Source: an optimization exercise on an open RTL-to-GDS flow (aim: small area, a short achievable clock period and few clock cycles). Production flows keep margins and buffers that such runs may drop.
The RTL was checked by simulation tests, not by an equivalence proof against the original design.
Power and IR drop assume default switching activity.

$ cat flow/config.mk
export PLATFORM = sky130hd
export DESIGN_NAME = dfe_top
export DESIGN_NICKNAME = dfe_top
export VERILOG_FILES = /design/flow/design.v
export SDC_FILE = /design/flow/constraint.sdc
export NUM_CORES = 4
export LEC_CHECK = 0
export CAP_MARGIN = 20
export CORE_MARGIN = 2
export CORE_UTILIZATION = 40
export SETUP_SLACK_MARGIN = 5
export SLEW_MARGIN = 20
export SYNTH_MEMORY_MAX_BITS = 16384
$ cat flow/run.sh
#!/bin/bash
# synth_recipe.tcl (not shown) runs the flow's synth.tcl, then flattens the netlist and writes it again
# the make line also repeats each setting of config.mk as NAME=value (left out here)
make -C /OpenROAD-flow-scripts/flow DESIGN_CONFIG=/design/flow/config.mk WORK_HOME=/design/flow/orfs CLKGATE_MAP_FILE= SYNTH_SCRIPT=/design/flow/synth_recipe.tcl finish
$ cat flow/design.v
module dfe_delta_cb (
    input  wire [4:0]  idx,
    output reg  [3:0]  len,
    output reg  [13:0] codel
);
    always @(*) begin
        case (idx)
            5'd0: begin len = 4'd2; codel = 14'h0000; end
            5'd1: begin len = 4'd2; codel = 14'h1000; end
            5'd2: begin len = 4'd3; codel = 14'h2000; end
            5'd3: begin len = 4'd3; codel = 14'h2800; end
            5'd4: begin len = 4'd4; codel = 14'h3000; end
            5'd5: begin len = 4'd4; codel = 14'h3400; end
            5'd6: begin len = 4'd5; codel = 14'h3800; end
            5'd7: begin len = 4'd5; codel = 14'h3a00; end
            5'd8: begin len = 4'd6; codel = 14'h3c00; end
            5'd9: begin len = 4'd6; codel = 14'h3d00; end
            5'd10: begin len = 4'd7; codel = 14'h3e00; end
            5'd11: begin len = 4'd7; codel = 14'h3e80; end
            5'd12: begin len = 4'd8; codel = 14'h3f00; end
            5'd13: begin len = 4'd8; codel = 14'h3f40; end
            5'd14: begin len = 4'd8; codel = 14'h3f80; end
            5'd15: begin len = 4'd9; codel = 14'h3fc0; end
            5'd16: begin len = 4'd10; codel = 14'h3fe0; end
            5'd17: begin len = 4'd14; codel = 14'h3ff2; end
            5'd18: begin len = 4'd14; codel = 14'h3ff3; end
            5'd19: begin len = 4'd14; codel = 14'h3ff4; end
            5'd20: begin len = 4'd14; codel = 14'h3ff5; end
            5'd21: begin len = 4'd14; codel = 14'h3ff6; end
            5'd22: begin len = 4'd14; codel = 14'h3ff7; end
            5'd23: begin len = 4'd14; codel = 14'h3ff8; end
            5'd24: begin len = 4'd14; codel = 14'h3ff9; end
            5'd25: begin len = 4'd14; codel = 14'h3ffa; end
            5'd26: begin len = 4'd14; codel = 14'h3ffb; end
            5'd27: begin len = 4'd14; codel = 14'h3ffc; end
            5'd28: begin len = 4'd14; codel = 14'h3ffd; end
            5'd29: begin len = 4'd14; codel = 14'h3ffe; end
            5'd30: begin len = 4'd14; codel = 14'h3fff; end
            5'd31: begin len = 4'd13; codel = 14'h3ff0; end
            default: begin len = 4'd0; codel = 14'h0; end
        endcase
    end
endmodule
module dfe_delta_fld (
    input  wire [16:0] oh,
    input  wire [15:0] raw,
    output wire [25:0] fld,
    output wire [4:0]  tlen
);
    wire [25:0] f0 = 26'h0000000;
    wire [25:0] f1 = 26'h1000000 | ({10'd0, raw & 16'h0001} << 23);
    wire [25:0] f2 = 26'h2000000 | ({10'd0, raw & 16'h0003} << 21);
    wire [25:0] f3 = 26'h2800000 | ({10'd0, raw & 16'h0007} << 20);
    wire [25:0] f4 = 26'h3000000 | ({10'd0, raw & 16'h000f} << 18);
    wire [25:0] f5 = 26'h3400000 | ({10'd0, raw & 16'h001f} << 17);
    wire [25:0] f6 = 26'h3800000 | ({10'd0, raw & 16'h003f} << 15);
    wire [25:0] f7 = 26'h3a00000 | ({10'd0, raw & 16'h007f} << 14);
    wire [25:0] f8 = 26'h3c00000 | ({10'd0, raw & 16'h00ff} << 12);
    wire [25:0] f9 = 26'h3d00000 | ({10'd0, raw & 16'h01ff} << 11);
    wire [25:0] f10 = 26'h3e00000 | ({10'd0, raw & 16'h03ff} << 9);
    wire [25:0] f11 = 26'h3e80000 | ({10'd0, raw & 16'h07ff} << 8);
    wire [25:0] f12 = 26'h3f00000 | ({10'd0, raw & 16'h0fff} << 6);
    wire [25:0] f13 = 26'h3f40000 | ({10'd0, raw & 16'h1fff} << 5);
    wire [25:0] f14 = 26'h3f80000 | ({10'd0, raw & 16'h3fff} << 4);
    wire [25:0] f15 = 26'h3fc0000 | ({10'd0, raw & 16'h7fff} << 2);
    wire [25:0] f16 = 26'h3fe0000 | ({10'd0, raw & 16'hffff} << 0);
    assign fld = ({26{oh[0]}} & f0) |
                 ({26{oh[1]}} & f1) |
                 ({26{oh[2]}} & f2) |
                 ({26{oh[3]}} & f3) |
                 ({26{oh[4]}} & f4) |
                 ({26{oh[5]}} & f5) |
                 ({26{oh[6]}} & f6) |
                 ({26{oh[7]}} & f7) |
                 ({26{oh[8]}} & f8) |
                 ({26{oh[9]}} & f9) |
                 ({26{oh[10]}} & f10) |
                 ({26{oh[11]}} & f11) |
                 ({26{oh[12]}} & f12) |
                 ({26{oh[13]}} & f13) |
                 ({26{oh[14]}} & f14) |
                 ({26{oh[15]}} & f15) |
                 ({26{oh[16]}} & f16);
    assign tlen[0] = oh[1] | oh[2] | oh[5] | oh[6] | oh[9] | oh[10] | oh[13];
    assign tlen[1] = oh[0] | oh[1] | oh[3] | oh[6] | oh[8] | oh[9] | oh[11] | oh[14] | oh[16];
    assign tlen[2] = oh[2] | oh[3] | oh[7] | oh[8] | oh[9] | oh[12] | oh[13] | oh[14];
    assign tlen[3] = oh[4] | oh[5] | oh[6] | oh[7] | oh[8] | oh[9] | oh[15] | oh[16];
    assign tlen[4] = oh[10] | oh[11] | oh[12] | oh[13] | oh[14] | oh[15] | oh[16];
endmodule
module dfe_delta_ovf (
    input  wire [6:0]  at,
    input  wire [15:0] sm,
    output wire        ovf
);
    wire g0 = ({1'b0, at} + 8'd2 > 8'd32);
    wire g1 = ({1'b0, at} + 8'd3 > 8'd32);
    wire g2 = ({1'b0, at} + 8'd5 > 8'd32);
    wire g3 = ({1'b0, at} + 8'd6 > 8'd32);
    wire g4 = ({1'b0, at} + 8'd8 > 8'd32);
    wire g5 = ({1'b0, at} + 8'd9 > 8'd32);
    wire g6 = ({1'b0, at} + 8'd11 > 8'd32);
    wire g7 = ({1'b0, at} + 8'd12 > 8'd32);
    wire g8 = ({1'b0, at} + 8'd14 > 8'd32);
    wire g9 = ({1'b0, at} + 8'd15 > 8'd32);
    wire g10 = ({1'b0, at} + 8'd17 > 8'd32);
    wire g11 = ({1'b0, at} + 8'd18 > 8'd32);
    wire g12 = ({1'b0, at} + 8'd20 > 8'd32);
    wire g13 = ({1'b0, at} + 8'd21 > 8'd32);
    wire g14 = ({1'b0, at} + 8'd22 > 8'd32);
    wire g15 = ({1'b0, at} + 8'd24 > 8'd32);
    wire g16 = ({1'b0, at} + 8'd26 > 8'd32);
    assign ovf = g0 |
                 (g1 & sm[0]) |
                 (g2 & sm[1]) |
                 (g3 & sm[2]) |
                 (g4 & sm[3]) |
                 (g5 & sm[4]) |
                 (g6 & sm[5]) |
                 (g7 & sm[6]) |
                 (g8 & sm[7]) |
                 (g9 & sm[8]) |
                 (g10 & sm[9]) |
                 (g11 & sm[10]) |
                 (g12 & sm[11]) |
                 (g13 & sm[12]) |
                 (g14 & sm[13]) |
                 (g15 & sm[14]) |
                 (g16 & sm[15]);
endmodule
module dfe_run_cb (
    input  wire [7:0]  idx,
    output reg  [4:0]  len,
    output reg  [19:0] bitsl
);
    wire [7:0] lo20 = idx + 8'h49;
    wire [7:0] lo19 = idx + 8'hbe;
    always @(*) begin
        case (idx)
            8'd0: begin len = 5'd2; bitsl = 20'h00000; end
            8'd1: begin len = 5'd3; bitsl = 20'h40000; end
            8'd2: begin len = 5'd3; bitsl = 20'h60000; end
            8'd3: begin len = 5'd3; bitsl = 20'h80000; end
            8'd4: begin len = 5'd4; bitsl = 20'ha0000; end
            8'd5: begin len = 5'd4; bitsl = 20'hb0000; end
            8'd6: begin len = 5'd4; bitsl = 20'hc0000; end
            8'd7: begin len = 5'd5; bitsl = 20'hd0000; end
            8'd8: begin len = 5'd5; bitsl = 20'hd8000; end
            8'd9: begin len = 5'd5; bitsl = 20'he0000; end
            8'd10: begin len = 5'd6; bitsl = 20'he8000; end
            8'd11: begin len = 5'd6; bitsl = 20'hec000; end
            8'd12: begin len = 5'd6; bitsl = 20'hf0000; end
            8'd13: begin len = 5'd7; bitsl = 20'hf4000; end
            8'd14: begin len = 5'd7; bitsl = 20'hf6000; end
            8'd15: begin len = 5'd8; bitsl = 20'hfa000; end
            8'd16: begin len = 5'd8; bitsl = 20'hfb000; end
            8'd17: begin len = 5'd8; bitsl = 20'hfc000; end
            8'd18: begin len = 5'd9; bitsl = 20'hfd000; end
            8'd19: begin len = 5'd9; bitsl = 20'hfd800; end
            8'd20: begin len = 5'd9; bitsl = 20'hfe000; end
            8'd21: begin len = 5'd10; bitsl = 20'hfe800; end
            8'd22: begin len = 5'd10; bitsl = 20'hfec00; end
            8'd23: begin len = 5'd10; bitsl = 20'hff000; end
            8'd24: begin len = 5'd11; bitsl = 20'hff400; end
            8'd25: begin len = 5'd11; bitsl = 20'hff600; end
            8'd26: begin len = 5'd11; bitsl = 20'hff800; end
            8'd27: begin len = 5'd12; bitsl = 20'hffa00; end
            8'd28: begin len = 5'd12; bitsl = 20'hffb00; end
            8'd29: begin len = 5'd13; bitsl = 20'hffc00; end
            8'd30: begin len = 5'd13; bitsl = 20'hffc80; end
            8'd31: begin len = 5'd13; bitsl = 20'hffd00; end
            8'd32: begin len = 5'd14; bitsl = 20'hffd80; end
            8'd33: begin len = 5'd14; bitsl = 20'hffdc0; end
            8'd34: begin len = 5'd14; bitsl = 20'hffe00; end
            8'd35: begin len = 5'd15; bitsl = 20'hffe40; end
            8'd36: begin len = 5'd15; bitsl = 20'hffe60; end
            8'd37: begin len = 5'd15; bitsl = 20'hffe80; end
            8'd38: begin len = 5'd16; bitsl = 20'hffea0; end
            8'd39: begin len = 5'd16; bitsl = 20'hffeb0; end
            8'd40: begin len = 5'd17; bitsl = 20'hffec0; end
            8'd41: begin len = 5'd17; bitsl = 20'hffec8; end
            8'd42: begin len = 5'd17; bitsl = 20'hffed0; end
            8'd43: begin len = 5'd18; bitsl = 20'hffed8; end
            8'd44: begin len = 5'd18; bitsl = 20'hffedc; end
            8'd45: begin len = 5'd18; bitsl = 20'hffee0; end
            8'd46: begin len = 5'd19; bitsl = 20'hffee4; end
            8'd47: begin len = 5'd19; bitsl = 20'hffee6; end
            8'd48: begin len = 5'd19; bitsl = 20'hffee8; end
            8'd255: begin len = 5'd7; bitsl = 20'hf8000; end
            default: if (idx >= 8'd183) begin len = 5'd19; bitsl = {11'h7ff, lo19, 1'b0}; end
                     else begin len = 5'd20; bitsl = {12'hfff, lo20}; end
        endcase
    end
endmodule
module dfe_top (
    input  wire        clk,
    input  wire        rst,
    input  wire        cmd_valid,
    output wire        cmd_ready,
    input  wire [63:0] cmd_data,
    input  wire [7:0]  reg_addr,
    output reg  [31:0] reg_rdata,
    output wire        sink_valid,
    output wire [7:0]  sink_data,
    input  wire        sink_ready,
    input  wire        sink_err
);
    localparam [1:0] S_UNCONF = 2'd0, S_IDLE = 2'd1, S_FRAME = 2'd2, S_ERROR = 2'd3;
    localparam [3:0] OP_NOP = 4'h0, OP_CONFIG = 4'h1, OP_FSTART = 4'h2, OP_PIXEL = 4'h3,
                     OP_PUTB = 4'h4, OP_FLUSH = 4'h5, OP_ENCD = 4'h6, OP_ENCR = 4'h7,
                     OP_CLEAR = 4'h8;
    localparam [2:0] R_OK = 3'd0, R_RESERVED = 3'd1, R_STATE = 3'd2, R_OPERAND = 3'd3,
                     R_MISMATCH = 3'd4, R_PENDING = 3'd5, R_OVERFLOW = 3'd6,
                     R_ABORT = 3'd7;
    localparam [3:0] Q_IDLE   = 4'd0,    
                     Q_MUL    = 4'd1,    
                     Q_RUN    = 4'd2,    
                     Q_RESC   = 4'd3,    
                     Q_DELTA  = 4'd4,    
                     Q_DCODE  = 4'd5,    
                     Q_NORM   = 4'd6,    
                     Q_RAW    = 4'd7,    
                     Q_PIXUPD = 4'd8,    
                     Q_ENDUPD = 4'd9,    
                     Q_FLUSH  = 4'd10,   
                     Q_EMIT   = 4'd11,   
                     Q_FEND   = 4'd12;   
    reg [1:0]  state;
    reg [15:0] cfg_w, cfg_h;
    reg [31:0] length;
    reg [31:0] pix_idx;
    reg [31:0] run_len;
    reg [15:0] prev;
    reg [4:0]  rc_len;        
    reg [19:0] rc_code;       
    reg        rc_esc;        
    reg [77:0] win;
    reg [6:0]  occ;           
    reg [63:0] frame_bytes;
    reg [63:0] total_bytes;
    reg        done;
    reg [2:0]  resp;
    reg        err_abort;     
    reg [3:0]  step;
    reg [3:0]  ret_step;      
    reg [5:0]  cnt;           
    reg [5:0]  raw_n;         
    reg        flushing;      
    reg        closing;       
    reg        use_opnd;      
    reg        dneg_r;        
    reg        pix_last;      
    reg [31:0] opnd;          
    assign cmd_ready  = (step == Q_IDLE);
    assign sink_valid = (step == Q_EMIT);
    assign sink_data  = win[77:70];
    wire [3:0]  op    = cmd_data[63:60];
    wire [15:0] c_w   = cmd_data[31:16];
    wire [15:0] c_h   = cmd_data[15:0];
    wire [31:0] c_a   = cmd_data[31:0];
    wire [5:0]  c_n   = cmd_data[37:32];
    reg reserved;
    always @(*) begin
        case (op)
            OP_NOP, OP_FLUSH, OP_CLEAR:           reserved = |cmd_data[59:0];
            OP_CONFIG, OP_FSTART, OP_PIXEL,
            OP_ENCD, OP_ENCR:                     reserved = |cmd_data[59:32];
            OP_PUTB:                              reserved = |cmd_data[59:38];
            default:                              reserved = 1'b1;
        endcase
    end
    reg state_ok;
    always @(*) begin
        case (op)
            OP_CONFIG:                       state_ok = (state == S_UNCONF) || (state == S_IDLE);
            OP_FSTART:                       state_ok = (state == S_IDLE);
            OP_PIXEL:                        state_ok = (state == S_FRAME);
            OP_PUTB, OP_FLUSH, OP_ENCD, OP_ENCR:
                                             state_ok = (state == S_UNCONF) || (state == S_IDLE);
            default:                         state_ok = 1'b1;
        endcase
    end
    wire acc_empty   = (occ == 7'd0);
    wire operand_bad = ((op == OP_CONFIG) && ((c_w == 16'd0) || (c_h == 16'd0))) ||
                       ((op == OP_PUTB) && (c_n > 6'd32)) ||
                       ((op == OP_PIXEL) && (c_a[31:16] != 16'd0));
    wire mismatch    = (op == OP_FSTART) && ((c_w != cfg_w) || (c_h != cfg_h));
    wire pending     = ((op == OP_CONFIG) || (op == OP_FSTART)) && !acc_empty;
    wire overflow    = (op == OP_ENCD) && (c_a == 32'h8000_0000);
    reg [2:0] rej_code;
    always @(*) begin
        if (reserved)         rej_code = R_RESERVED;
        else if (!state_ok)   rej_code = R_STATE;
        else if (operand_bad) rej_code = R_OPERAND;
        else if (mismatch)    rej_code = R_MISMATCH;
        else if (pending)     rej_code = R_PENDING;
        else if (overflow)    rej_code = R_OVERFLOW;
        else                  rej_code = R_OK;
    end
    wire        pix_valid = (c_a[15:0] != 16'd0);           
    wire [31:0] pix_next  = pix_idx + 32'd1;
    wire        is_last   = (pix_next == length);
    wire        in_idle   = (step == Q_IDLE);
    wire [15:0] ps   = in_idle ? c_a[15:0] : opnd[15:0];
    wire [16:0] pdp  = {1'b0, ps} - {1'b0, prev};
    wire [16:0] pdn  = {1'b0, prev} - {1'b0, ps};
    wire        psgn = pdp[16];                              
    wire [15:0] pmag = psgn ? pdn[15:0] : pdp[15:0];
    wire [15:0] praw = psgn ? ~pdn[15:0] : pdp[15:0];        
    reg  [16:0] psm;                                         
    integer i;
    always @(*) begin
        psm[16] = 1'b0;
        for (i = 15; i >= 0; i = i - 1)
            psm[i] = psm[i + 1] | pmag[i];
    end
    wire [16:0] dk = {psm[15:0], 1'b1} & ~psm[16:0];        
    wire [25:0] dfld;
    wire [4:0]  dflen;
    dfe_delta_fld u_dfld (.oh(dk), .raw(praw), .fld(dfld), .tlen(dflen));
    function [5:0] bitlen;
        input [31:0] m;
        integer j;
        begin
            bitlen = 6'd0;
            for (j = 0; j < 32; j = j + 1)
                if (m[j]) bitlen = j + 1;
        end
    endfunction
    wire [5:0]  ek = bitlen(dneg_r ? ~opnd : opnd);
    wire [3:0]  eclen;
    wire [13:0] ecode;
    dfe_delta_cb u_dcb (.idx(ek[4:0]), .len(eclen), .codel(ecode));
    wire [31:0] rval  = use_opnd ? opnd : run_len;
    wire [31:0] rnext = (op == OP_ENCR) ? c_a : (run_len + 32'd1);
    wire        nesc  = (rnext > 32'd254);
    wire [7:0]  rcat  = nesc ? 8'd255 : rnext[7:0];
    wire [31:0] rraw  = rval - 32'd255;
    wire [4:0]  nlen;
    wire [19:0] ncode;
    dfe_run_cb u_rcb (.idx(rcat), .len(nlen), .bitsl(ncode));
    reg  [31:0] gv;
    reg  [5:0]  gn;
    always @(*) begin
        case (step)
            Q_RESC:  begin gv = rraw;          gn = 6'd32; end
            Q_DCODE: begin gv = {ecode, 18'd0}; gn = {2'd0, eclen}; end
            Q_RAW:   begin gv = opnd;          gn = raw_n; end
            default: begin gv = {rc_code, 12'd0}; gn = {1'b0, rc_len}; end  
        endcase
    end
    wire        ins_d   = (step == Q_DELTA) || (in_idle && !rc_esc);
    wire [6:0]  gend    = occ + {1'b0, gn};
    wire [6:0]  dpos_at = (step == Q_DELTA) ? occ : occ + {2'd0, rc_len};    
    wire [6:0]  occ_ins = ins_d ? dpos_at + {2'd0, dflen} : gend;
    wire [77:0] g_ins   = (step == Q_DELTA) ? 78'd0 : ({gv, 46'd0} >> occ);
    wire [77:0] d_ins   = ins_d ? ({dfld, 52'd0} >> dpos_at) : 78'd0;
    wire [77:0] win_ins = win | g_ins | d_ins;
    wire        d_ovf;
    dfe_delta_ovf u_dovf (.at(dpos_at), .sm(psm[15:0]), .ovf(d_ovf));
    wire        ovf     = ins_d ? d_ovf : (gend > 7'd32);
    wire [3:0]  after_run = closing ? Q_ENDUPD : use_opnd ? Q_IDLE : Q_DELTA;
    reg  [3:0]  ins_next;
    always @(*) begin
        case (step)
            Q_RUN:   ins_next = rc_esc ? Q_RESC : after_run;
            Q_RESC:  ins_next = after_run;
            Q_DELTA: ins_next = Q_PIXUPD;
            Q_DCODE: ins_next = (ek == 6'd0) ? Q_IDLE : Q_NORM;
            default: ins_next = Q_IDLE;                      
        endcase
    end
    wire [6:0]  occ_sub8 = (occ > 7'd8) ? (occ - 7'd8) : 7'd0;
    wire [16:0] mul_sum = {1'b0, length[31:16]} + (length[0] ? {1'b0, cfg_w} : 17'd0);
    always @(posedge clk) begin
        if (rst) begin
            state       <= S_UNCONF;
            cfg_w       <= 16'd0;
            cfg_h       <= 16'd0;
            length      <= 32'd0;
            pix_idx     <= 32'd0;
            run_len     <= 32'd0; rc_len <= 5'd2; rc_code <= 20'd0; rc_esc <= 1'b0;
            prev        <= 16'd0;
            win         <= 78'd0;
            occ         <= 7'd0;
            frame_bytes <= 64'd0;
            total_bytes <= 64'd0;
            done        <= 1'b0;
            resp        <= R_OK;
            err_abort   <= 1'b0;
            step        <= Q_IDLE;
        end else begin
            case (step)
                Q_IDLE: if (cmd_valid) begin
                    closing  <= 1'b0;
                    use_opnd <= 1'b0;
                    pix_last <= is_last;
                    resp     <= rej_code;
                    if (rej_code == R_OK) begin
                        case (op)
                            OP_CONFIG: begin
                                cfg_w       <= c_w;
                                cfg_h       <= c_h;
                                length      <= {16'd0, c_h};
                                cnt         <= 6'd0;
                                total_bytes <= 64'd0;
                                frame_bytes <= 64'd0;
                                done        <= 1'b0;
                                pix_idx     <= 32'd0;
                                run_len     <= 32'd0; rc_len <= 5'd2; rc_code <= 20'd0; rc_esc <= 1'b0;
                                prev        <= 16'd0;
                                state       <= S_IDLE;
                                step        <= Q_MUL;
                            end
                            OP_FSTART: begin
                                run_len     <= 32'd0; rc_len <= 5'd2; rc_code <= 20'd0; rc_esc <= 1'b0;
                                prev        <= 16'd0;
                                pix_idx     <= 32'd0;
                                frame_bytes <= 64'd0;
                                done        <= 1'b0;
                                state       <= S_FRAME;
                            end
                            OP_PIXEL: begin
                                opnd <= {16'd0, c_a[15:0]};
                                if (pix_valid) begin
                                    win <= win_ins;
                                    occ <= occ_ins;
                                    if (ovf) begin
                                        cnt      <= 6'd0;
                                        flushing <= 1'b0;
                                        ret_step <= rc_esc ? Q_RESC : Q_PIXUPD;
                                        step     <= Q_EMIT;
                                    end else if (rc_esc) begin
                                        step <= Q_RESC;
                                    end else if (is_last) begin
                                        step <= Q_PIXUPD;
                                    end else begin
                                        run_len <= 32'd0; rc_len <= 5'd2; rc_code <= 20'd0; rc_esc <= 1'b0;
                                        prev    <= c_a[15:0];
                                        pix_idx <= pix_next;
                                    end
                                end else begin
                                    run_len <= run_len + 32'd1; rc_len <= nlen; rc_code <= ncode; rc_esc <= nesc;
                                    pix_idx <= pix_next;
                                    if (is_last) begin
                                        closing <= 1'b1;
                                        step    <= Q_RUN;
                                    end
                                end
                            end
                            OP_PUTB: begin
                                opnd  <= c_a;
                                raw_n <= c_n;
                                cnt   <= c_n;
                                step  <= Q_NORM;
                            end
                            OP_FLUSH: step <= Q_FLUSH;
                            OP_ENCD: begin
                                opnd   <= c_a[31] ? (c_a - 32'd1) : c_a;
                                dneg_r <= c_a[31];
                                step   <= Q_DCODE;
                            end
                            OP_ENCR: begin
                                opnd     <= c_a;
                                use_opnd <= 1'b1;
                                rc_len   <= nlen;
                                rc_code  <= ncode;
                                rc_esc   <= nesc;
                                step     <= Q_RUN;
                            end
                            OP_CLEAR: begin
                                win       <= 78'd0;
                                occ       <= 7'd0;
                                run_len   <= 32'd0; rc_len <= 5'd2; rc_code <= 20'd0; rc_esc <= 1'b0;
                                prev      <= 16'd0;
                                pix_idx   <= 32'd0;
                                done      <= 1'b0;
                                err_abort <= 1'b0;
                                state     <= (cfg_w != 16'd0) ? S_IDLE : S_UNCONF;
                            end
                            default: ;
                        endcase
                    end
                end
                Q_MUL: begin
                    length <= {mul_sum, length[15:1]};
                    cnt    <= cnt + 6'd1;
                    if (cnt == 6'd15) step <= Q_IDLE;
                end
                Q_RUN, Q_RESC, Q_DELTA, Q_DCODE, Q_RAW: begin
                    win <= win_ins;
                    occ <= occ_ins;
                    if (step == Q_DCODE) begin
                        raw_n <= ek;
                        cnt   <= ek;
                    end
                    if (ovf) begin
                        cnt      <= 6'd0;
                        flushing <= 1'b0;
                        ret_step <= ins_next;
                        step     <= Q_EMIT;
                    end else begin
                        step <= ins_next;
                    end
                end
                Q_NORM: begin
                    if (cnt == 6'd32) begin
                        step <= Q_RAW;
                    end else begin
                        opnd <= {opnd[30:0], 1'b0};
                        cnt  <= cnt + 6'd1;
                    end
                end
                Q_PIXUPD: begin
                    run_len <= 32'd0; rc_len <= 5'd2; rc_code <= 20'd0; rc_esc <= 1'b0;
                    prev    <= opnd[15:0];
                    pix_idx <= pix_next;
                    if (pix_last) begin
                        closing <= 1'b1;
                        step    <= Q_RUN;
                    end else begin
                        step <= Q_IDLE;
                    end
                end
                Q_ENDUPD: begin
                    run_len <= 32'd0; rc_len <= 5'd2; rc_code <= 20'd0; rc_esc <= 1'b0;
                    step    <= Q_FLUSH;
                end
                Q_FLUSH: begin
                    if (occ == 7'd0) begin
                        step <= closing ? Q_FEND : Q_IDLE;
                    end else begin
                        flushing <= 1'b1;
                        ret_step <= closing ? Q_FEND : Q_IDLE;
                        step     <= Q_EMIT;
                    end
                end
                Q_EMIT: if (sink_ready) begin
                    if (sink_err) begin
                        state     <= S_ERROR;
                        err_abort <= 1'b1;
                        resp      <= R_ABORT;
                        win       <= 78'd0;
                        occ       <= 7'd0;
                        done      <= 1'b0;
                        step      <= Q_IDLE;
                    end else begin
                        total_bytes <= total_bytes + 64'd1;
                        if (state == S_FRAME)
                            frame_bytes <= frame_bytes + 64'd1;
                        win <= {win[69:0], 8'd0};
                        occ <= occ_sub8;
                        cnt <= cnt + 6'd1;
                        if (flushing ? (occ <= 7'd8)
                                     : ((cnt[1:0] == 2'd3) && (occ <= 7'd40))) begin
                            if (ret_step == Q_PIXUPD && !pix_last) begin
                                run_len <= 32'd0; rc_len <= 5'd2; rc_code <= 20'd0; rc_esc <= 1'b0;
                                prev    <= opnd[15:0];
                                pix_idx <= pix_next;
                                step    <= Q_IDLE;
                            end else begin
                                cnt  <= raw_n;
                                step <= ret_step;
                            end
                        end
                    end
                end
                Q_FEND: begin
                    state <= S_IDLE;
                    done  <= 1'b1;
                    step  <= Q_IDLE;
                end
                default: step <= Q_IDLE;
            endcase
        end
    end
    wire [7:0] last_resp = (resp == R_ABORT) ? 8'h10 : {5'd0, resp};
    wire [6:0] free      = 7'd32 - occ;
    always @(*) begin
        case (reg_addr)
            8'h00: reg_rdata = {8'd0, 3'd0, err_abort, 4'd0, last_resp, 4'd0, acc_empty, done, state};
            8'h04: reg_rdata = {cfg_w, cfg_h};
            8'h08: reg_rdata = length;
            8'h0C: reg_rdata = pix_idx;
            8'h10: reg_rdata = run_len;
            8'h14: reg_rdata = {16'd0, prev};
            8'h18: reg_rdata = win[77:46];
            8'h20: reg_rdata = {25'd0, free};
            8'h24: reg_rdata = frame_bytes[31:0];
            8'h28: reg_rdata = frame_bytes[63:32];
            8'h2C: reg_rdata = total_bytes[31:0];
            8'h30: reg_rdata = total_bytes[63:32];
            8'h34: reg_rdata = 32'h0020_1020;    
            default: reg_rdata = 32'd0;
        endcase
    end
endmodule
$ cat flow/constraint.sdc
create_clock -name core_clock -period 12.0 [get_ports {clk}]
set_input_delay 2.4000 -clock core_clock [delete_from_list [all_inputs] [get_ports {clk}]]
set_output_delay 2.4000 -clock core_clock [all_outputs]
set_load 0.01 [all_outputs]
==> results list, run 1 <==
- The flow ran to the end and the layout has no timing, DRC or antenna violations.
- The first TritonRoute pass finished after 9 iterations.
- Final net count: 6,338
- For this run, the number of Yosys warnings is 3.
* Number of antenna violations at the first check in global routing: 7
- The clock period could shrink to 7050 ps.
- Clock tree synthesis selected as its root buffer the cell clkbuf_16.
- When the netlist entered floorplanning its net count stood at 6,220.
- Yosys top cell by area: dfxtp_1
* Commonest cells after routing, fill and taps aside: nor2_1, nand2_1, a21oi_1
* Clock tree from TritonCTS: built
* Cell Rows: 120
- Seq/Total Area, Yosys: 0.220
* Share of the synthesized area in the top cell type: 0.183
- Yosys mapped a number of flops with a built-in enable equal to 53.
- After detailed routing, the average wire length per cell comes to 32.1 µm.
- Number of distinct library cells after synthesis: 103
- Hold/Removal Path Class: flop to flop
- The H-tree generated during clock tree synthesis spans 2 levels.
- Clock Latency Late Sink: 670 ps
* Worst setup margin: 4950 ps
- Post-Synthesis Mean Instance Area: 7.11 µm²
- Counting along the longest clock path gives a buffer depth of 3.
- Detailed-route vias per instance: 7.09
- CTS saw 447 sinks.
- Largest vdd supply drop: 115 µV
- On the final layout, the worst clock skew is 22.2 ps.
* Total of fill cells in the finished design: 10.6k
- In this run the cell area of the synthesized design comes to 43,000 µm².
- After clock tree synthesis, the clock-pin slew on the worst setup and hold paths is 60 ps.
- For the final routed database, the setup TNS stands at 0 ps.
* Ratio of total power to cell area: 134 nW/µm²
- The worst register-to-register path ends at prev[5].
* Port Buffers: 118
- Leakage power figure: 18.8 nW
- Summing internal, switching and leakage power gives 7.05 mW.
- The detailed router finished its first iteration with 8,434 violations.
* Count of boundary I/O pins: 119
* Cell Count Post-Placement: 7,238
- The final layout contains routed wiring with a total length of 244 mm.
- Gr usage total: 0.415
- Fraction of synthesis flops using an asynchronous set or reset pin: 0
* Normalized max-slew margin: 0.134
- In the final layout, the share of cells above drive strength 1 is 0.175.
- RePlAce Congestion: 1.06
- DRC violation count after routing: 0
* Core Region: 107,000 µm²
- Number of cells traversed by the worst hold path: 2
* Startpoint of the worst register-to-register path: step[2]
- Max-cap violations in this run came to 0.
* Vias: 54.0k
- Part of the cycle the worst path needs: 0.587
- The worst setup path is launched from an input port.
- In this run the most critical hold path is launched from done.
* Width of the die: 332 µm
- Area of all placed cells without fillers: 52,600 µm²
- The first global-routing pass estimated 343 mm of wire.
- Setup repair after global routing could not meet its margin everywhere.
- The die is 332 µm tall.
- Counting cells, the worst reg-to-reg path comes to 24.
* CP max FO: 13
- Kind of critical path: input port to flop
- Antenna Nets Post-Route: 0
- After legalization and detailed placement, the total HPWL measured 176 mm.
- The hold violation total from the final report came to 0.
* Register-to-Register Setup Slack: 5050 ps
* Area of combinational cells with multiple inputs: 34,100 µm²
- Number of global-route vias before repair: 48.6k
- Synthesis inferred 447 register bits.
- Measured slew at the worst slew-check pin: 1290 ps
- Based on the critical path, the design can be clocked at up to 0.142 GHz.
- Share of the core filled with cells in the final layout: 0.492
- The library cell used most frequently in the layout, excluding fill and tap cells, is nor2_1.
* # hold bufs at CTS: 0
* Post-synth top flop: dfxtp_1
- Die outline area: 110,000 µm²
* Worst slack, placed: 2220 ps
- From synthesis to final layout, the design area changed by 22.4%.
- In the post-synthesis netlist, the biggest area contributors are dfxtp_1, a21oi_1, nor2_1.
* Initial cell density of the core: 0.402
- Entering global routing, the biggest net connects 123 pins.
- CTS buffer count: 55
* Remaining global-route overflow: 0
* Arrival time of the worst setup path: 7600 ps
- For this run, the number of standard cells in the final layout without fillers is 7,611.
- Worst Hold End: done
* Max-slew violations: 0
- Data required time of the critical path: 12,560 ps
* Placed Instance Area: 45,500 µm²
- Setup violations remaining at the end of the flow were counted as 0.
- The worst setup path is captured at a flop.
* Minimum hold slack: 496 ps
* Register Area: 9480 µm²
- Post-synthesis instance total: 6,047
-- registers in the layout, summed over array words and instances, names as in the netlist, 20 cells and up --
| name | count |
|---|---|
| frame_bytes | 64 |
| length | 32 |
| opnd | 32 |
| pix_idx | 32 |
| rc_code | 20 |
| run_len | 32 |
| total_bytes | 64 |
| win | 78 |
-- where the power goes --
part | total, mW | internal, mW | switching (mW)
Clock | 1.76 | 0.992 | 0.765
Sequential | 1.60 | 1.54 | 0.0621
Combinational | 3.69 | 1.34 | 2.35
Total | 7.05 | 3.86 | 3.18
-- synthesized netlist by cell type (106+ instances only) --
master	number
a211oi_1	136
a21oi_1	504
a221oi_1	107
clkbuf_1	401
dfxtp_1	394
inv_1	120
mux2i_1	106
nand2_1	572
nand3_1	271
nor2_1	662
nor3_1	199
o21ai_0	400
xnor2_1	152
xor2_1	147
-- kinds of logic (layout without fill, tap and decap cells) --
group / count (synthesis) / after routing / synth area share
xor+xnor: 299 / 299 / 0.0609
simple gates: 2355 / 2363 / 0.265
buf+inv: 623 / 770 / 0.0565
flops: 447 / 447 / 0.220
fa+ha+maj: 96 / 96 / 0.0290
other cells: 0 / 3 / 0
compound gates: 2074 / 2077 / 0.327
mux: 153 / 153 / 0.0418
-- worst max-delay path by stage --
stage,from,endpoint,slack (ps),cells after the start
finish,cmd_data[5],prev[8],4950,17
CTS,reg_addr[0],reg_rdata[10],4930,11
global placement,cmd_data[4],pix_idx[0],2360,21
global route,cmd_data[61],rc_code[14],4920,23
detailed placement,cmd_data[4],pix_idx[17],2220,20
floorplan,cmd_data[0],pix_idx[23],5000,24
-- repair_timing --
item,4_1_cts,5_1_grt
resized for setup,486,281
gates cloned,11,12
setup buffers,129,121
pin swaps,98,130
endpoints found under the setup margin,314,279
-- final cells by class --
class | count | share of cell area
clock buffer | 73 | 0.0294
timing repair buffer | 544 | 0.0953
inverter | 129 | 0.00953
multi-input combinational | 4988 | 0.647
sequential | 447 | 0.180
clock inverter | 24 | 0.00513
tap | 1403 | 0.0333
antenna | 3 | 0.000143
-- per-layer routing --
layer	wire length [µm]	up-vias	track usage
li1	-	23100	-
met1	91800	25800	0.520
met2	102000	4031	0.620
met3	30000	1027	0.114
met4	20500	6	0.278
met5	34	-	0.00738
-- critical path, cell delays in order --
cell and delay, ps:
clkdlybuf4s18_2 340, buf_4 280, or3_1 490, nor3_4 270, nand4_1 500, nor4_2 500, nand3b_1 300, nor4_2 80
buf_4 190, nor2_2 420, a21o_2 320, a211o_1 550, a31o_2 260, o22ai_4 120, buf_6 170, clkbuf_16 160
a311oi_1 240
Testbench counts, summed over its fixed seeds: cycles 12,882.
==> inputs of run 2 (changes only) <==
--- a/flow/design.v
+++ b/flow/design.v
@@ -431,12 +431,14 @@
                                         step     <= Q_EMIT;
                                     end else if (rc_esc) begin
                                         step <= Q_RESC;
-                                    end else if (is_last) begin
-                                        step <= Q_PIXUPD;
                                     end else begin
                                         run_len <= 32'd0; rc_len <= 5'd2; rc_code <= 20'd0; rc_esc <= 1'b0;
                                         prev    <= c_a[15:0];
                                         pix_idx <= pix_next;
+                                        if (is_last) begin
+                                            closing <= 1'b1;
+                                            step    <= Q_RUN;
+                                        end
                                     end
                                 end else begin
                                     run_len <= run_len + 32'd1; rc_len <= nlen; rc_code <= ncode; rc_esc <= nesc;
@@ -498,6 +500,11 @@
                         flushing <= 1'b0;
                         ret_step <= ins_next;
                         step     <= Q_EMIT;
+                    end else if (step == Q_RUN && closing && !rc_esc) begin
+                        run_len <= 32'd0; rc_len <= 5'd2; rc_code <= 20'd0; rc_esc <= 1'b0;
+                        flushing <= 1'b1;
+                        ret_step <= Q_FEND;
+                        step     <= Q_EMIT;
                     end else begin
                         step <= ins_next;
                     end
@@ -523,7 +530,9 @@
                 end
                 Q_ENDUPD: begin
                     run_len <= 32'd0; rc_len <= 5'd2; rc_code <= 20'd0; rc_esc <= 1'b0;
-                    step    <= Q_FLUSH;
+                    flushing <= 1'b1;
+                    ret_step <= Q_FEND;
+                    step     <= Q_EMIT;
                 end
                 Q_FLUSH: begin
                     if (occ == 7'd0) begin
@@ -552,11 +561,16 @@
                         cnt <= cnt + 6'd1;
                         if (flushing ? (occ <= 7'd8)
                                      : ((cnt[1:0] == 2'd3) && (occ <= 7'd40))) begin
-                            if (ret_step == Q_PIXUPD && !pix_last) begin
+                            if (ret_step == Q_PIXUPD) begin
                                 run_len <= 32'd0; rc_len <= 5'd2; rc_code <= 20'd0; rc_esc <= 1'b0;
                                 prev    <= opnd[15:0];
                                 pix_idx <= pix_next;
-                                step    <= Q_IDLE;
+                                closing <= pix_last;
+                                step    <= pix_last ? Q_RUN : Q_IDLE;
+                            end else if (ret_step == Q_FEND) begin
+                                state <= S_IDLE;
+                                done  <= 1'b1;
+                                step  <= Q_IDLE;
                             end else begin
                                 cnt  <= raw_n;
                                 step <= ret_step;
--- a/flow/config.mk
+++ b/flow/config.mk
@@ -11,3 +11,4 @@
 export SETUP_SLACK_MARGIN = 5
 export SLEW_MARGIN = 20
 export SYNTH_MEMORY_MAX_BITS = 16384
+export TNS_END_PERCENT = 5
==> run 2 against run 1 <==
Net effect: sequential power is 3% lower; setup slack lost 270 ps; worst hold slack got worse by 51 ps; area after synthesis grew 0.54%; clock power is essentially flat; global-route usage shrank 2.2 points; utilization down 1.2 points; cell area is 2.1% lower; highest routed layer unchanged; still clean; sequential cell count unchanged; largest cell class unchanged.
==> results list, run 2 <==
- Worst Hold End: rc_code[11] (was done)
* Number of enable-type register cells in the synthesized netlist: 53 (unchanged)
* Die outline area: 111,000 µm² (was 110,000 µm²)
- The max capacitance violation total came to 0 (unchanged).
- Commonest cells in the synthesized netlist: nor2_1, nand2_1, a21oi_1, clkbuf_1, dfxtp_1 (was nor2_1, nand2_1, a21oi_1, clkbuf_1, o21ai_0).
* Clock Latency Late Sink: 730 ps (was 670 ps)
* Sum of negative setup slack: 0 ps (unchanged)
- The worst-margin pin slew is 1290 ps (about the same).
- Commonest cells after routing, fill and taps aside: nor2_1, nand2_1, a21oi_1 (unchanged)
- Number of violations reported at the end of detailed-routing iteration 0: 7,892 (was 8,434)
- The post-synthesis to final-layout area growth was 19.2% (was 22.4%).
- Largest net degree at the start of global routing: 86 (was 123)
* XOR/XNOR Fraction of Synth Area: 0.0571 (was 0.0609)
- The mean number of vias per cell came to 7.01 (was 7.09).
- The final instance area came to 51,500 µm² (was 52,600 µm²).
- The clock root buffer master is clkbuf_16 (unchanged).
- The data arrival time of the critical path was 4910 ps (was 7600 ps).
- Critical path's slowest cell: or4_4 (was a211o_1)
- Post-detail-place hpwl: 168 mm (was 176 mm)
- Fraction of final layout cells with drive strength greater than 1: 0.150 (was 0.175)
- Family with the most delay on the worst path: buffers and inverters (was simple AND/OR/NAND/NOR gates)
- Min-Delay Startpoint: rc_code[11] (was done)
- The flip-flop count of the largest register after layout was 78 (unchanged).
- The final critical-path share of the clock period was 0.609 (was 0.587).
- Post-synth top flop: dfxtp_1 (unchanged)
- Dominant combinational cell family by area after synthesis: compound AO/OA/AOI/OAI gates (unchanged)
* Final net count: 6,313 (was 6,338)
* Number of antenna violations at the first check in global routing: 9 (was 7)
- Crit path from: reg_addr[4] (was cmd_data[5])
- CP Launch Type: input port (unchanged)
- Number of levels the H-tree was split into: 2 (unchanged)
- The final global-route overflow total came to 0 (unchanged).
- The critical path class is input port to output pin (was input port to flop).
* Placed Instance Area: 45,600 µm² (was 45,500 µm²)
* Antenna Nets Post-Route: 0 (unchanged)
- The die span in y was 333 µm (was 332 µm).
- The average detailed-routed wire length per instance was 30.5 µm (was 32.1 µm).
- Setup repair after global routing missed its margin: yes (unchanged).
- The required time of the worst setup path is 9600 ps (was 12,560 ps).
- The die outline width is 333 µm (was 332 µm).
* Post-Synthesis Mean Instance Area: 7.07 µm² (was 7.11 µm²)
- Core Region: 107,000 µm² (about the same)
- Cell repeated most along the worst path: clkdlybuf4s50_1
- The path type of the worst min-delay path is flop to flop (unchanged).
* Fin Clk Skew: 74.7 ps (was 22.2 ps)
- The count of cells along the worst hold path came to 2 (unchanged).
- Biggest registers after layout: win (78), frame_bytes (64), total_bytes (64) (unchanged).
* Count of boundary I/O pins: 119 (unchanged)
- Most frequent standard cell in the layout excluding fill and tap cells: nor2_1 (unchanged)
- DRC violation count after routing: 0 (unchanged)
- Leading cell types by total area after synthesis: dfxtp_1, a21oi_1, nor2_1 (unchanged)
* Register Area: 9480 µm² (about the same)
* Element type at the critical path end: output pin (was flop)
- Largest vdd supply drop: 152 µV (was 115 µV)
- Ratio of total power to cell area: 106 nW/µm² (was 134 nW/µm²)
- Worst r2r dst: win[34] (was prev[5])
* Worst Reg-to-Reg Cells: 26 (was 24)
- Leakage power figure: 18.1 nW (was 18.8 nW)
* Max-slew violations: 0 (unchanged)
- The CTS buffer count came to 56 (was 55).
* Cell Area, Synth: 43,200 µm² (was 43,000 µm²)
- Crit path cell chain: clkdlybuf4s50_1 -> or4_4 -> nor2_4 -> buf_12 -> a22o_1 -> a221oi_1 -> nand3_1 -> clkdlybuf4s50_1 (was clkdlybuf4s18_2 -> buf_4 -> or3_1 -> nor3_4 -> nand4_1 -> nor4_2 -> nand3b_1 -> nor4_2 -> buf_4 -> nor2_2 -> a21o_2 -> a211o_1 -> a31o_2 -> o22ai_4 -> buf_6 -> clkbuf_16 -> a311oi_1)
- # setup viols final: 0 (unchanged)
* Maximum clock frequency: 0.137 GHz (was 0.142 GHz)
* Clock sink count: 447 (unchanged)
- The hold violation total from the final report came to 0 (unchanged).
- Share of synthesized area spent on multiplexers: 0.0382 (was 0.0418)
* Number of global-route vias before repair: 47.3k (was 48.6k)
- Min Tclk post-route: 7310 ps (was 7050 ps)
- Gr usage total: 0.393 (was 0.415)
- Clock tree from TritonCTS: built (unchanged)
- The post-synthesis compound-gate area fraction came to 0.327 (about the same).
- The critical path buffer and inverter count is 3 (was 5).
* Largest buffer count on any clock path: 3 (unchanged)
- Startpoint of the worst register-to-register path: step[3] (was step[2])
- Post-synthesis sequential element count: 447 (unchanged)
- Fin cells: 7,584 (was 7,611)
* Total of fill cells in the finished design: 10.8k (was 10.6k)
- Number of nets in the synthesized netlist: 6,291 (was 6,220)
- CP max FO: 15 (was 13)
- Synth Warn #: 3 (unchanged)
* Yosys top cell by area: dfxtp_1 (unchanged)
* Seq/Total Area, Yosys: 0.219 (was 0.220)
* Normalized max-slew margin: 0.137 (was 0.134)
- Simple-gate share of the synthesized area: 0.269 (was 0.265)
- Result of the run: timing/DRC/antenna clean (unchanged).
- The number of instances in the placed design came to 7,278 (was 7,238).
- The highest cell delay on the worst timing path was 620 ps (was 550 ps).
* Cell Rows: 120 (unchanged)
* Total wire length after detailed routing: 232 mm (was 244 mm)
- The post-synthesis share of cell area spent on full adders, half adders and majority gates came to 0.0300 (was 0.0290).
- Number of distinct library cells after synthesis: 114 (was 103)
- Post-synthesis instance total: 6,114 (was 6,047)
- # hold bufs at CTS: 0 (unchanged)
- Initial cell density of the core: 0.403 (was 0.402)
- The routability congestion estimate from global placement came to 1.02 (was 1.06).
- The share of the synthesized area in the top cell type came to 0.182 (was 0.183).
* 1st-pass router iterations: 8 (was 9)
* Vias: 53.2k (was 54.0k)
- Area of combinational cells with multiple inputs: 33,600 µm² (was 34,100 µm²)
- The number of buffers inserted by port buffering is 118 (unchanged).
- The clock-pin slew on the worst setup and hold paths is 60 ps (about the same).
- The overall power is 5.46 mW (was 7.05 mW).
* Register with the highest flop count: win (unchanged)
- Register-to-Register Setup Slack: 5120 ps (was 5050 ps)
* Count leader, synth: nor2_1 (unchanged)
* Global-route wire length before repair: 330 mm (was 343 mm)
* Fraction of synthesis flops using an asynchronous set or reset pin: 0 (unchanged)
==> run 2: changes by cell type in the layout (fill, tap and decap cells not counted), sizes merged, moves of 13 or more <==
cell           delta
nand2b           -17
nand2            +19
clkdlybuf4s50    +13
or3              +19
xnor2            +22
o32ai            -13
o31ai            -21
o211ai           +14
a21oi            +40
xor2             -39
buf              -72
nor3             +34
==> run 2: worst max path at each step <==
| stage | slack (ps) | endpoint | cells after the start |
|---|---|---|---|
| finish | 4690 | reg_rdata[2] | 8 |
| global placement | 2440 | pix_idx[15] | 20 |
| detailed placement | 2340 | pix_idx[15] | 21 |
| floorplan | 4720 | occ[5] | 30 |
| CTS | 4730 | reg_rdata[2] | 8 |
| global route | 4640 | reg_rdata[2] | 10 |
==> run 2: stage by stage <==
step | util | hold slack (ps) | setup slack [ps]
2_1_floorplan | - | 416 | 4720
3_3_place_gp | 0.425 | 431 | 2440
3_5_place_dp | 0.425 | 439 | 2340
4_1_cts | 0.461 | 447 | 4730
5_1_grt | 0.481 | 462 | 4640
6_report | 0.481 | 446 | 4690
==> run 2: final cells by class <==
class	instances	area share
inverters	140	0.0105
well taps	1403	0.0341
diodes	2	0.0000971
clock buffers	77	0.0297
repair buffers	477	0.0832
flip-flops and latches	447	0.184
multi-input cells	5014	0.652
clock inverters	24	0.00636
==> run 2: what timing repair did <==
item,in CTS,in global routing
gates cloned,6,4
setup buffers,86,106
pin swaps,58,104
endpoints found under the hold margin,0,0
endpoints found under the setup margin,379,334
gates resized for setup,315,279
==> run 2: where the power goes <==
part,switching (mW),total (mW),leakage [nW],internal (mW)
clock network,0.780,1.78,0.895,1.00
registers,0.0372,1.56,3.66,1.53
logic,1.37,2.11,13.5,0.741
==> run 2: tightest hold or removal path, cell delays in order, from the launching register on <==
cell     delay, ps
dfxtp_1        310
nand2_1         50
nand2_1         40
==> run 2: per-layer routing <==
metal	GRT usage	wire length, µm	vias up
met3	0.102	29500	793
met1	0.512	89100	25400
met5	0	91	-
met4	0.230	16500	14
li1	-	-	23200
met2	0.583	96500	3835
==> run 2: kinds of logic (layout without fill, tap and decap cells) <==
| family | after synthesis | count (layout) |
|---|---|---|
| buf+inv | 655 | 718 |
| mux | 143 | 143 |
| other cells | 0 | 2 |
| compound gates | 2097 | 2097 |
| flops | 447 | 447 |
| xor+xnor | 282 | 282 |
| simple gates | 2390 | 2392 |
| fa+ha+maj | 100 | 100 |
Testbench counts of run 2, summed over its fixed seeds: cycles 12,820.
==> inputs of run 3 (changes only) <==
--- a/flow/design.v
+++ b/flow/design.v
@@ -233,8 +233,11 @@
     reg [4:0]  rc_len;        
     reg [19:0] rc_code;       
     reg        rc_esc;        
-    reg [77:0] win;
+    reg [31:0] acc;
     reg [6:0]  occ;           
+    reg [6:0]  occ0;          
+    reg [3:0]  istep;         
+    reg        word2;         
     reg [63:0] frame_bytes;
     reg [63:0] total_bytes;
     reg        done;
@@ -252,7 +255,7 @@
     reg [31:0] opnd;          
     assign cmd_ready  = (step == Q_IDLE);
     assign sink_valid = (step == Q_EMIT);
-    assign sink_data  = win[77:70];
+    assign sink_data  = acc[31:24];
     wire [3:0]  op    = cmd_data[63:60];
     wire [15:0] c_w   = cmd_data[31:16];
     wire [15:0] c_h   = cmd_data[15:0];
@@ -338,23 +341,26 @@
     wire [4:0]  nlen;
     wire [19:0] ncode;
     dfe_run_cb u_rcb (.idx(rcat), .len(nlen), .bitsl(ncode));
+    wire        emit    = (step == Q_EMIT);
+    wire [3:0]  cur     = emit ? istep : step;
+    wire [6:0]  ocs     = emit ? occ0 : occ;
     reg  [31:0] gv;
     reg  [5:0]  gn;
     always @(*) begin
-        case (step)
+        case (cur)
             Q_RESC:  begin gv = rraw;          gn = 6'd32; end
             Q_DCODE: begin gv = {ecode, 18'd0}; gn = {2'd0, eclen}; end
             Q_RAW:   begin gv = opnd;          gn = raw_n; end
             default: begin gv = {rc_code, 12'd0}; gn = {1'b0, rc_len}; end  
         endcase
     end
-    wire        ins_d   = (step == Q_DELTA) || (in_idle && !rc_esc);
-    wire [6:0]  gend    = occ + {1'b0, gn};
-    wire [6:0]  dpos_at = (step == Q_DELTA) ? occ : occ + {2'd0, rc_len};    
+    wire        ins_d   = (cur == Q_DELTA) || ((cur == Q_IDLE) && !rc_esc);
+    wire [6:0]  gend    = ocs + {1'b0, gn};
+    wire [6:0]  dpos_at = (cur == Q_DELTA) ? ocs : ocs + {2'd0, rc_len};    
     wire [6:0]  occ_ins = ins_d ? dpos_at + {2'd0, dflen} : gend;
-    wire [77:0] g_ins   = (step == Q_DELTA) ? 78'd0 : ({gv, 46'd0} >> occ);
+    wire [77:0] g_ins   = (cur == Q_DELTA) ? 78'd0 : ({gv, 46'd0} >> ocs);
     wire [77:0] d_ins   = ins_d ? ({dfld, 52'd0} >> dpos_at) : 78'd0;
-    wire [77:0] win_ins = win | g_ins | d_ins;
+    wire [77:0] win_ins = {acc, 46'd0} | g_ins | d_ins;
     wire        d_ovf;
     dfe_delta_ovf u_dovf (.at(dpos_at), .sm(psm[15:0]), .ovf(d_ovf));
     wire        ovf     = ins_d ? d_ovf : (gend > 7'd32);
@@ -380,7 +386,7 @@
             pix_idx     <= 32'd0;
             run_len     <= 32'd0; rc_len <= 5'd2; rc_code <= 20'd0; rc_esc <= 1'b0;
             prev        <= 16'd0;
-            win         <= 78'd0;
+            acc         <= 32'd0;
             occ         <= 7'd0;
             frame_bytes <= 64'd0;
             total_bytes <= 64'd0;
@@ -422,8 +428,11 @@
                             OP_PIXEL: begin
                                 opnd <= {16'd0, c_a[15:0]};
                                 if (pix_valid) begin
-                                    win <= win_ins;
-                                    occ <= occ_ins;
+                                    acc   <= win_ins[77:46];
+                                    occ   <= occ_ins;
+                                    occ0  <= occ;
+                                    istep <= Q_IDLE;
+                                    word2 <= 1'b0;
                                     if (ovf) begin
                                         cnt      <= 6'd0;
                                         flushing <= 1'b0;
@@ -470,7 +479,7 @@
                                 step     <= Q_RUN;
                             end
                             OP_CLEAR: begin
-                                win       <= 78'd0;
+                                acc       <= 32'd0;
                                 occ       <= 7'd0;
                                 run_len   <= 32'd0; rc_len <= 5'd2; rc_code <= 20'd0; rc_esc <= 1'b0;
                                 prev      <= 16'd0;
@@ -489,8 +498,11 @@
                     if (cnt == 6'd15) step <= Q_IDLE;
                 end
                 Q_RUN, Q_RESC, Q_DELTA, Q_DCODE, Q_RAW: begin
-                    win <= win_ins;
-                    occ <= occ_ins;
+                    acc   <= win_ins[77:46];
+                    occ   <= occ_ins;
+                    occ0  <= occ;
+                    istep <= step;
+                    word2 <= 1'b0;
                     if (step == Q_DCODE) begin
                         raw_n <= ek;
                         cnt   <= ek;
@@ -548,7 +560,7 @@
                         state     <= S_ERROR;
                         err_abort <= 1'b1;
                         resp      <= R_ABORT;
-                        win       <= 78'd0;
+                        acc       <= 32'd0;
                         occ       <= 7'd0;
                         done      <= 1'b0;
                         step      <= Q_IDLE;
@@ -556,7 +568,11 @@
                         total_bytes <= total_bytes + 64'd1;
                         if (state == S_FRAME)
                             frame_bytes <= frame_bytes + 64'd1;
-                        win <= {win[69:0], 8'd0};
+                        acc <= {acc[23:0], 8'd0};
+                        if (!flushing && cnt[1:0] == 2'd3) begin
+                            acc   <= word2 ? {win_ins[13:0], 18'd0} : win_ins[45:14];
+                            word2 <= 1'b1;
+                        end
                         occ <= occ_sub8;
                         cnt <= cnt + 6'd1;
                         if (flushing ? (occ <= 7'd8)
@@ -597,7 +613,7 @@
             8'h0C: reg_rdata = pix_idx;
             8'h10: reg_rdata = run_len;
             8'h14: reg_rdata = {16'd0, prev};
-            8'h18: reg_rdata = win[77:46];
+            8'h18: reg_rdata = acc;
             8'h20: reg_rdata = {25'd0, free};
             8'h24: reg_rdata = frame_bytes[31:0];
             8'h28: reg_rdata = frame_bytes[63:32];
--- a/flow/config.mk
+++ b/flow/config.mk
@@ -11,4 +11,3 @@
 export SETUP_SLACK_MARGIN = 5
 export SLEW_MARGIN = 20
 export SYNTH_MEMORY_MAX_BITS = 16384
-export TNS_END_PERCENT = 5
==> run 3 against run 2 <==
Net effect: count of clock-buffer cells in the layout decreased by 11; still clean; routed wire length rose by 6.0%; sequential power is 7% lower; sequential share of layout area is 1.4 points lower; area after synthesis shrank 3.6%.
==> results list, run 3 <==
* Result of the run: timing/DRC/antenna clean (unchanged)
- Measured slew at the worst slew-check pin: 1350 ps (was 1290 ps)
- Area of combinational cells with multiple inputs: 33,800 µm² (was 33,600 µm²)
- The clock latency on the worst-skew pair came to 650 ps (was 730 ps).
- The most common library cell in the layout ignoring fill and taps is nand2_1 (was nor2_1).
- Leading cell types by total area after synthesis: dfxtp_1, nand2_1, nor2_1 (was dfxtp_1, a21oi_1, nor2_1).
- Layout-stage area growth over the synthesis result: 26.3% (was 19.2%)
* Psw: 2.28 mW (was 2.19 mW)
- Worst slack, placed: 1680 ps (was 2340 ps)
- The required time of the worst setup path came to 12,520 ps (was 9600 ps).
- Leakage power figure: 18.8 nW (was 18.1 nW)
- Number of nets in the synthesized netlist: 6,097 (was 6,291)
- The async set or reset register ratio after synthesis is 0 (unchanged).
* Number of enable-type register cells in the synthesized netlist: 65 (was 53)
* Vias: 53.4k (was 53.2k)
- The clock root buffer master is clkbuf_16 (unchanged).
- Die extent in y: 327 µm (was 333 µm)
- The share of final-layout standard cells stronger than drive strength 1 was 0.205 (was 0.150).
- The most used flip-flop cell after synthesis is dfxtp_1 (unchanged).
* 1st-pass router iterations: 10 (was 8)
- Post-synthesis sequential element count: 413 (was 447)
* Number of global-route vias before repair: 47.7k (was 47.3k)
- The final-report max-slew violation count was 0 (unchanged).
* Remaining global-route overflow: 0 (unchanged)
- Kind of critical path: input port to flop (was input port to output pin)
* Part of the cycle the worst path needs: 0.594 (was 0.609)
* Number of distinct library cells after synthesis: 122 (was 114)
- Cell Rows: 118 (was 120)
* Synth Warn #: 3 (unchanged)
- Element type at the critical path end: flop (was output pin)
* Die outline area: 107,000 µm² (was 111,000 µm²)
* Largest buffer count on any clock path: 3 (unchanged)
- Commonest cells after routing, fill and taps aside: nand2_1, nor2_1, buf_4 (was nor2_1, nand2_1, a21oi_1).
- The met2 wirelength from detailed routing is 103 mm (was 96.5 mm).
- Register-to-Register Setup Slack: 5130 ps (was 5120 ps)
* Register Area: 8920 µm² (was 9480 µm²)
- The data arrival time of the critical path is 7650 ps (was 4910 ps).
* Post-detail-place hpwl: 178 mm (was 168 mm)
- The routed wire length was 245 mm (was 232 mm).
- Switching part of the total: 0.411 (was 0.401)
- Cell Int Power: 3.27 mW (about the same)
- Final Hold Viols: 0 (unchanged)
* Clock tree from TritonCTS: built (unchanged)
* Number of antenna violations at the first check in global routing: 9 (unchanged)
* Portion of total power attributed to combinational logic: 0.434 (was 0.387)
- The wire length on met1 is 91.0 mm (was 89.1 mm).
- The relative slew slack came to 0.0925 (was 0.137).
* Min Tclk post-route: 7130 ps (was 7310 ps)
* Met3 WL post-DR: 29.7 mm (was 29.5 mm)
- Share of the synthesized area in the top cell type: 0.167 (was 0.182)
* Count of maximum capacitance violations: 0 (unchanged)
- The kind of start point of the critical path was an input port (unchanged).
- Post-Synthesis Mean Instance Area: 7.03 µm² (was 7.07 µm²)
- The highest metal layer with signal wires was met5 (unchanged).
- The worst clock skew on the final layout came to 18.0 ps (was 74.7 ps).
- Setup repair after global routing missed its margin: yes (unchanged)
* Core Region: 103,000 µm² (was 107,000 µm²)
- The maximum level of the CTS H-tree came to 2 (unchanged).
* Share of power burned in registers: 0.262 (was 0.286)
- The power density relative to cell area is 105 nW/µm² (was 106 nW/µm²).
- Routed length per placed instance: 32.3 µm (was 30.5 µm)
* Cell Area, Synth: 41,700 µm² (was 43,200 µm²)
* Port Buffers: 118 (unchanged)
* # hold bufs at CTS: 0 (unchanged)
* Maximum clock frequency: 0.140 GHz (was 0.137 GHz)
- Number of violations reported at the end of detailed-routing iteration 0: 8,245 (was 7,892)
- Worst setup margin: 4870 ps (was 4690 ps)
- The post-detailed-route DRC marker count is 0 (unchanged).
- The number of filler instances in the final layout was 10.2k (was 10.8k).
* # setup viols final: 0 (unchanged)
- CP max FO: 8 (was 15)
* Final net count: 6,349 (was 6,313)
- RePlAce Congestion: 1.06 (was 1.02)
- The worst-case vdd ir drop came to 116 µV (was 152 µV).
- The final antenna-violating net count is 0 (unchanged).
- The maximum number of pins on one net before global-route repair was 151 (was 86).
- Clock Power Share: 0.304 (was 0.327)
* Post-synthesis instance total: 5,925 (was 6,114)
- Yosys top cell by area: dfxtp_1 (unchanged)
- Detailed-route vias per instance: 7.02 (was 7.01)
- Clock slew at the register clock pins of the worst setup and hold paths: 60 ps (about the same)
- Hold/Removal Path Class: flop to flop (unchanged)
- CTS buffer count: 52 (was 56)
- Global-route wire length before repair: 342 mm (was 330 mm)
* Biggest registers after layout: frame_bytes (64), total_bytes (64) (was win (78), frame_bytes (64), total_bytes (64))
- The die outline width was 327 µm (was 333 µm).
- Seq/Total Area, Yosys: 0.214 (was 0.219)
- Initial cell density of the core: 0.403 (about the same)
- The I/O pin count came to 119 (unchanged).
- Clock sink count: 413 (was 447)
- Gr usage total: 0.431 (was 0.393)
- Count leader, synth: nand2_1 (was nor2_1)
- The setup TNS after final layout is 0 ps (unchanged).
* Commonest cells in the synthesized netlist: nand2_1, nor2_1, a21oi_1, o21ai_0, dfxtp_1 (was nor2_1, nand2_1, a21oi_1, clkbuf_1, dfxtp_1)
-- run 3: changes by cell type after synthesis, moves of 25 or more --
| cell | change |
|---|---|
| a211oi_1 | -69 |
| a21oi_1 | -90 |
| a221oi_1 | -25 |
| clkbuf_1 | -80 |
| dfxtp_1 | -46 |
| nand2_1 | +73 |
| nor3_1 | -41 |
| xnor2_1 | -26 |
| xor2_1 | +45 |
-- run 3: timing repair --
item | 4_1_cts | 5_1_grt
pin swaps | 147 | 193
setup endpoints to repair | 284 | 220
cloned | 13 | 7
resized for setup | 545 | 352
setup buffers | 206 | 147
hold endpoints to repair | 0 | 0
-- run 3: power by group through the flow --
stage	combinational, mW	clock [mW]	sequential [mW]
floorplan	0.995	0	1.46
finish	2.41	1.69	1.45
global route	2.47	1.74	1.45
global placement	1.64	0	1.48
detailed placement	1.62	0	1.48
CTS	2.01	1.69	1.45
-- run 3: cell families (layout without fill, tap and decap cells) --
kind of cell	after synthesis	after routing	share of synthesized area
compound gates	1977	1978	0.324
xor+xnor	301	301	0.0633
fa+ha+maj	95	95	0.0296
buf+inv	588	871	0.0562
flops	413	413	0.214
mux	132	132	0.0336
other cells	1	7	0.0000900
simple gates	2418	2427	0.279
-- run 3: area by class of cell --
class,instances,area share
inverter,132,0.0101
sequential,413,0.170
clock inverter,29,0.00602
timing repair buffer,644,0.110
clock buffer,66,0.0279
antenna,6,0.000285
tap,1380,0.0328
multi-input combinational,4934,0.643
-- run 3: path summary, 6_finish.rpt --
| kind | startpoint | cells past startpoint | endpoint |
|---|---|---|---|
| min reg2reg | rc_code[18] | 2 | rc_code[18] |
| min | rc_code[18] | 2 | rc_code[18] |
| max | cmd_data[3] | 25 | acc[31] |
| max reg2reg | dneg_r | 25 | rc_len[1] |
-- run 3: per-layer routing --
layer	global-route usage	up-vias
li1	-	22800
met1	0.533	25500
met2	0.649	3999
met3	0.120	1066
met4	0.294	4
met5	0	-
-- run 3: critical path, stage by stage --
cell and delay (ps):
clkdlybuf4s15_1 320, nand2_1 100, nand2_2 170, inv_1 70, ha_1 270, a21o_4 270
a221oi_4 350, buf_4 190, o21ai_4 90, buf_4 170, a311oi_4 370, buf_4 200
buf_12 100, mux2i_4 100, a211oi_2 250, a31oi_2 80, a221oi_4 440, o2111ai_1 190
o22ai_2 250, buf_4 160, mux2i_4 90, mux2i_2 400, nand2_1 240, a22oi_1 260
o31ai_1 90
-- run 3: metrics by stage --
| stage | power (mW) | cells | instance area, µm² | util | hold slack [ps] |
|---|---|---|---|---|---|
| after global routing | 5.66 | 7598 | 52600 | 0.509 | 501 |
| after floorplan | 2.45 | 5925 | 41900 | - | 406 |
| final | 5.54 | 7604 | 52600 | 0.509 | 471 |
| after detailed placement | 3.10 | 7130 | 44300 | 0.429 | 454 |
| after global placement | 3.12 | 7130 | 44300 | 0.428 | 446 |
| after CTS | 5.15 | 7444 | 50000 | 0.484 | 467 |
Testbench counts of run 3, summed over its fixed seeds: cycles 12,820.

==> port drivers added, routing unchanged <==
The results above use ideal ports. As a check the final layouts listed here were re-extracted and re-timed, cells and wires unchanged. Step 1, drivers: a clkbuf_16 drives clk and a buf_2 each remaining input, both assumed. Step 2 moves the port delays by t, midway between the first and last clock arrival at a register: inputs arrive t later, outputs are due t later. That takes back most of the time a late clock gives input paths. Slacks: ideal / step 1 / step 2; pairs: ideal / step 1.
run	t (ns)	setup WS [ns]	worst setup path after step 2	pins driven straight from the clock port
run 1	0.732	4.953 / 5.002 / 4.271	input to register	1
run 2	0.770	4.687 / 4.665 / 4.124	input to register	1
run 3	0.714	4.872 / 4.881 / 4.166	input to register	1
After both steps every run listed still meets setup and hold. The setup slack of run 3, which loses most, moves by +0.009 ns with the drivers and by -0.706 ns with both steps.
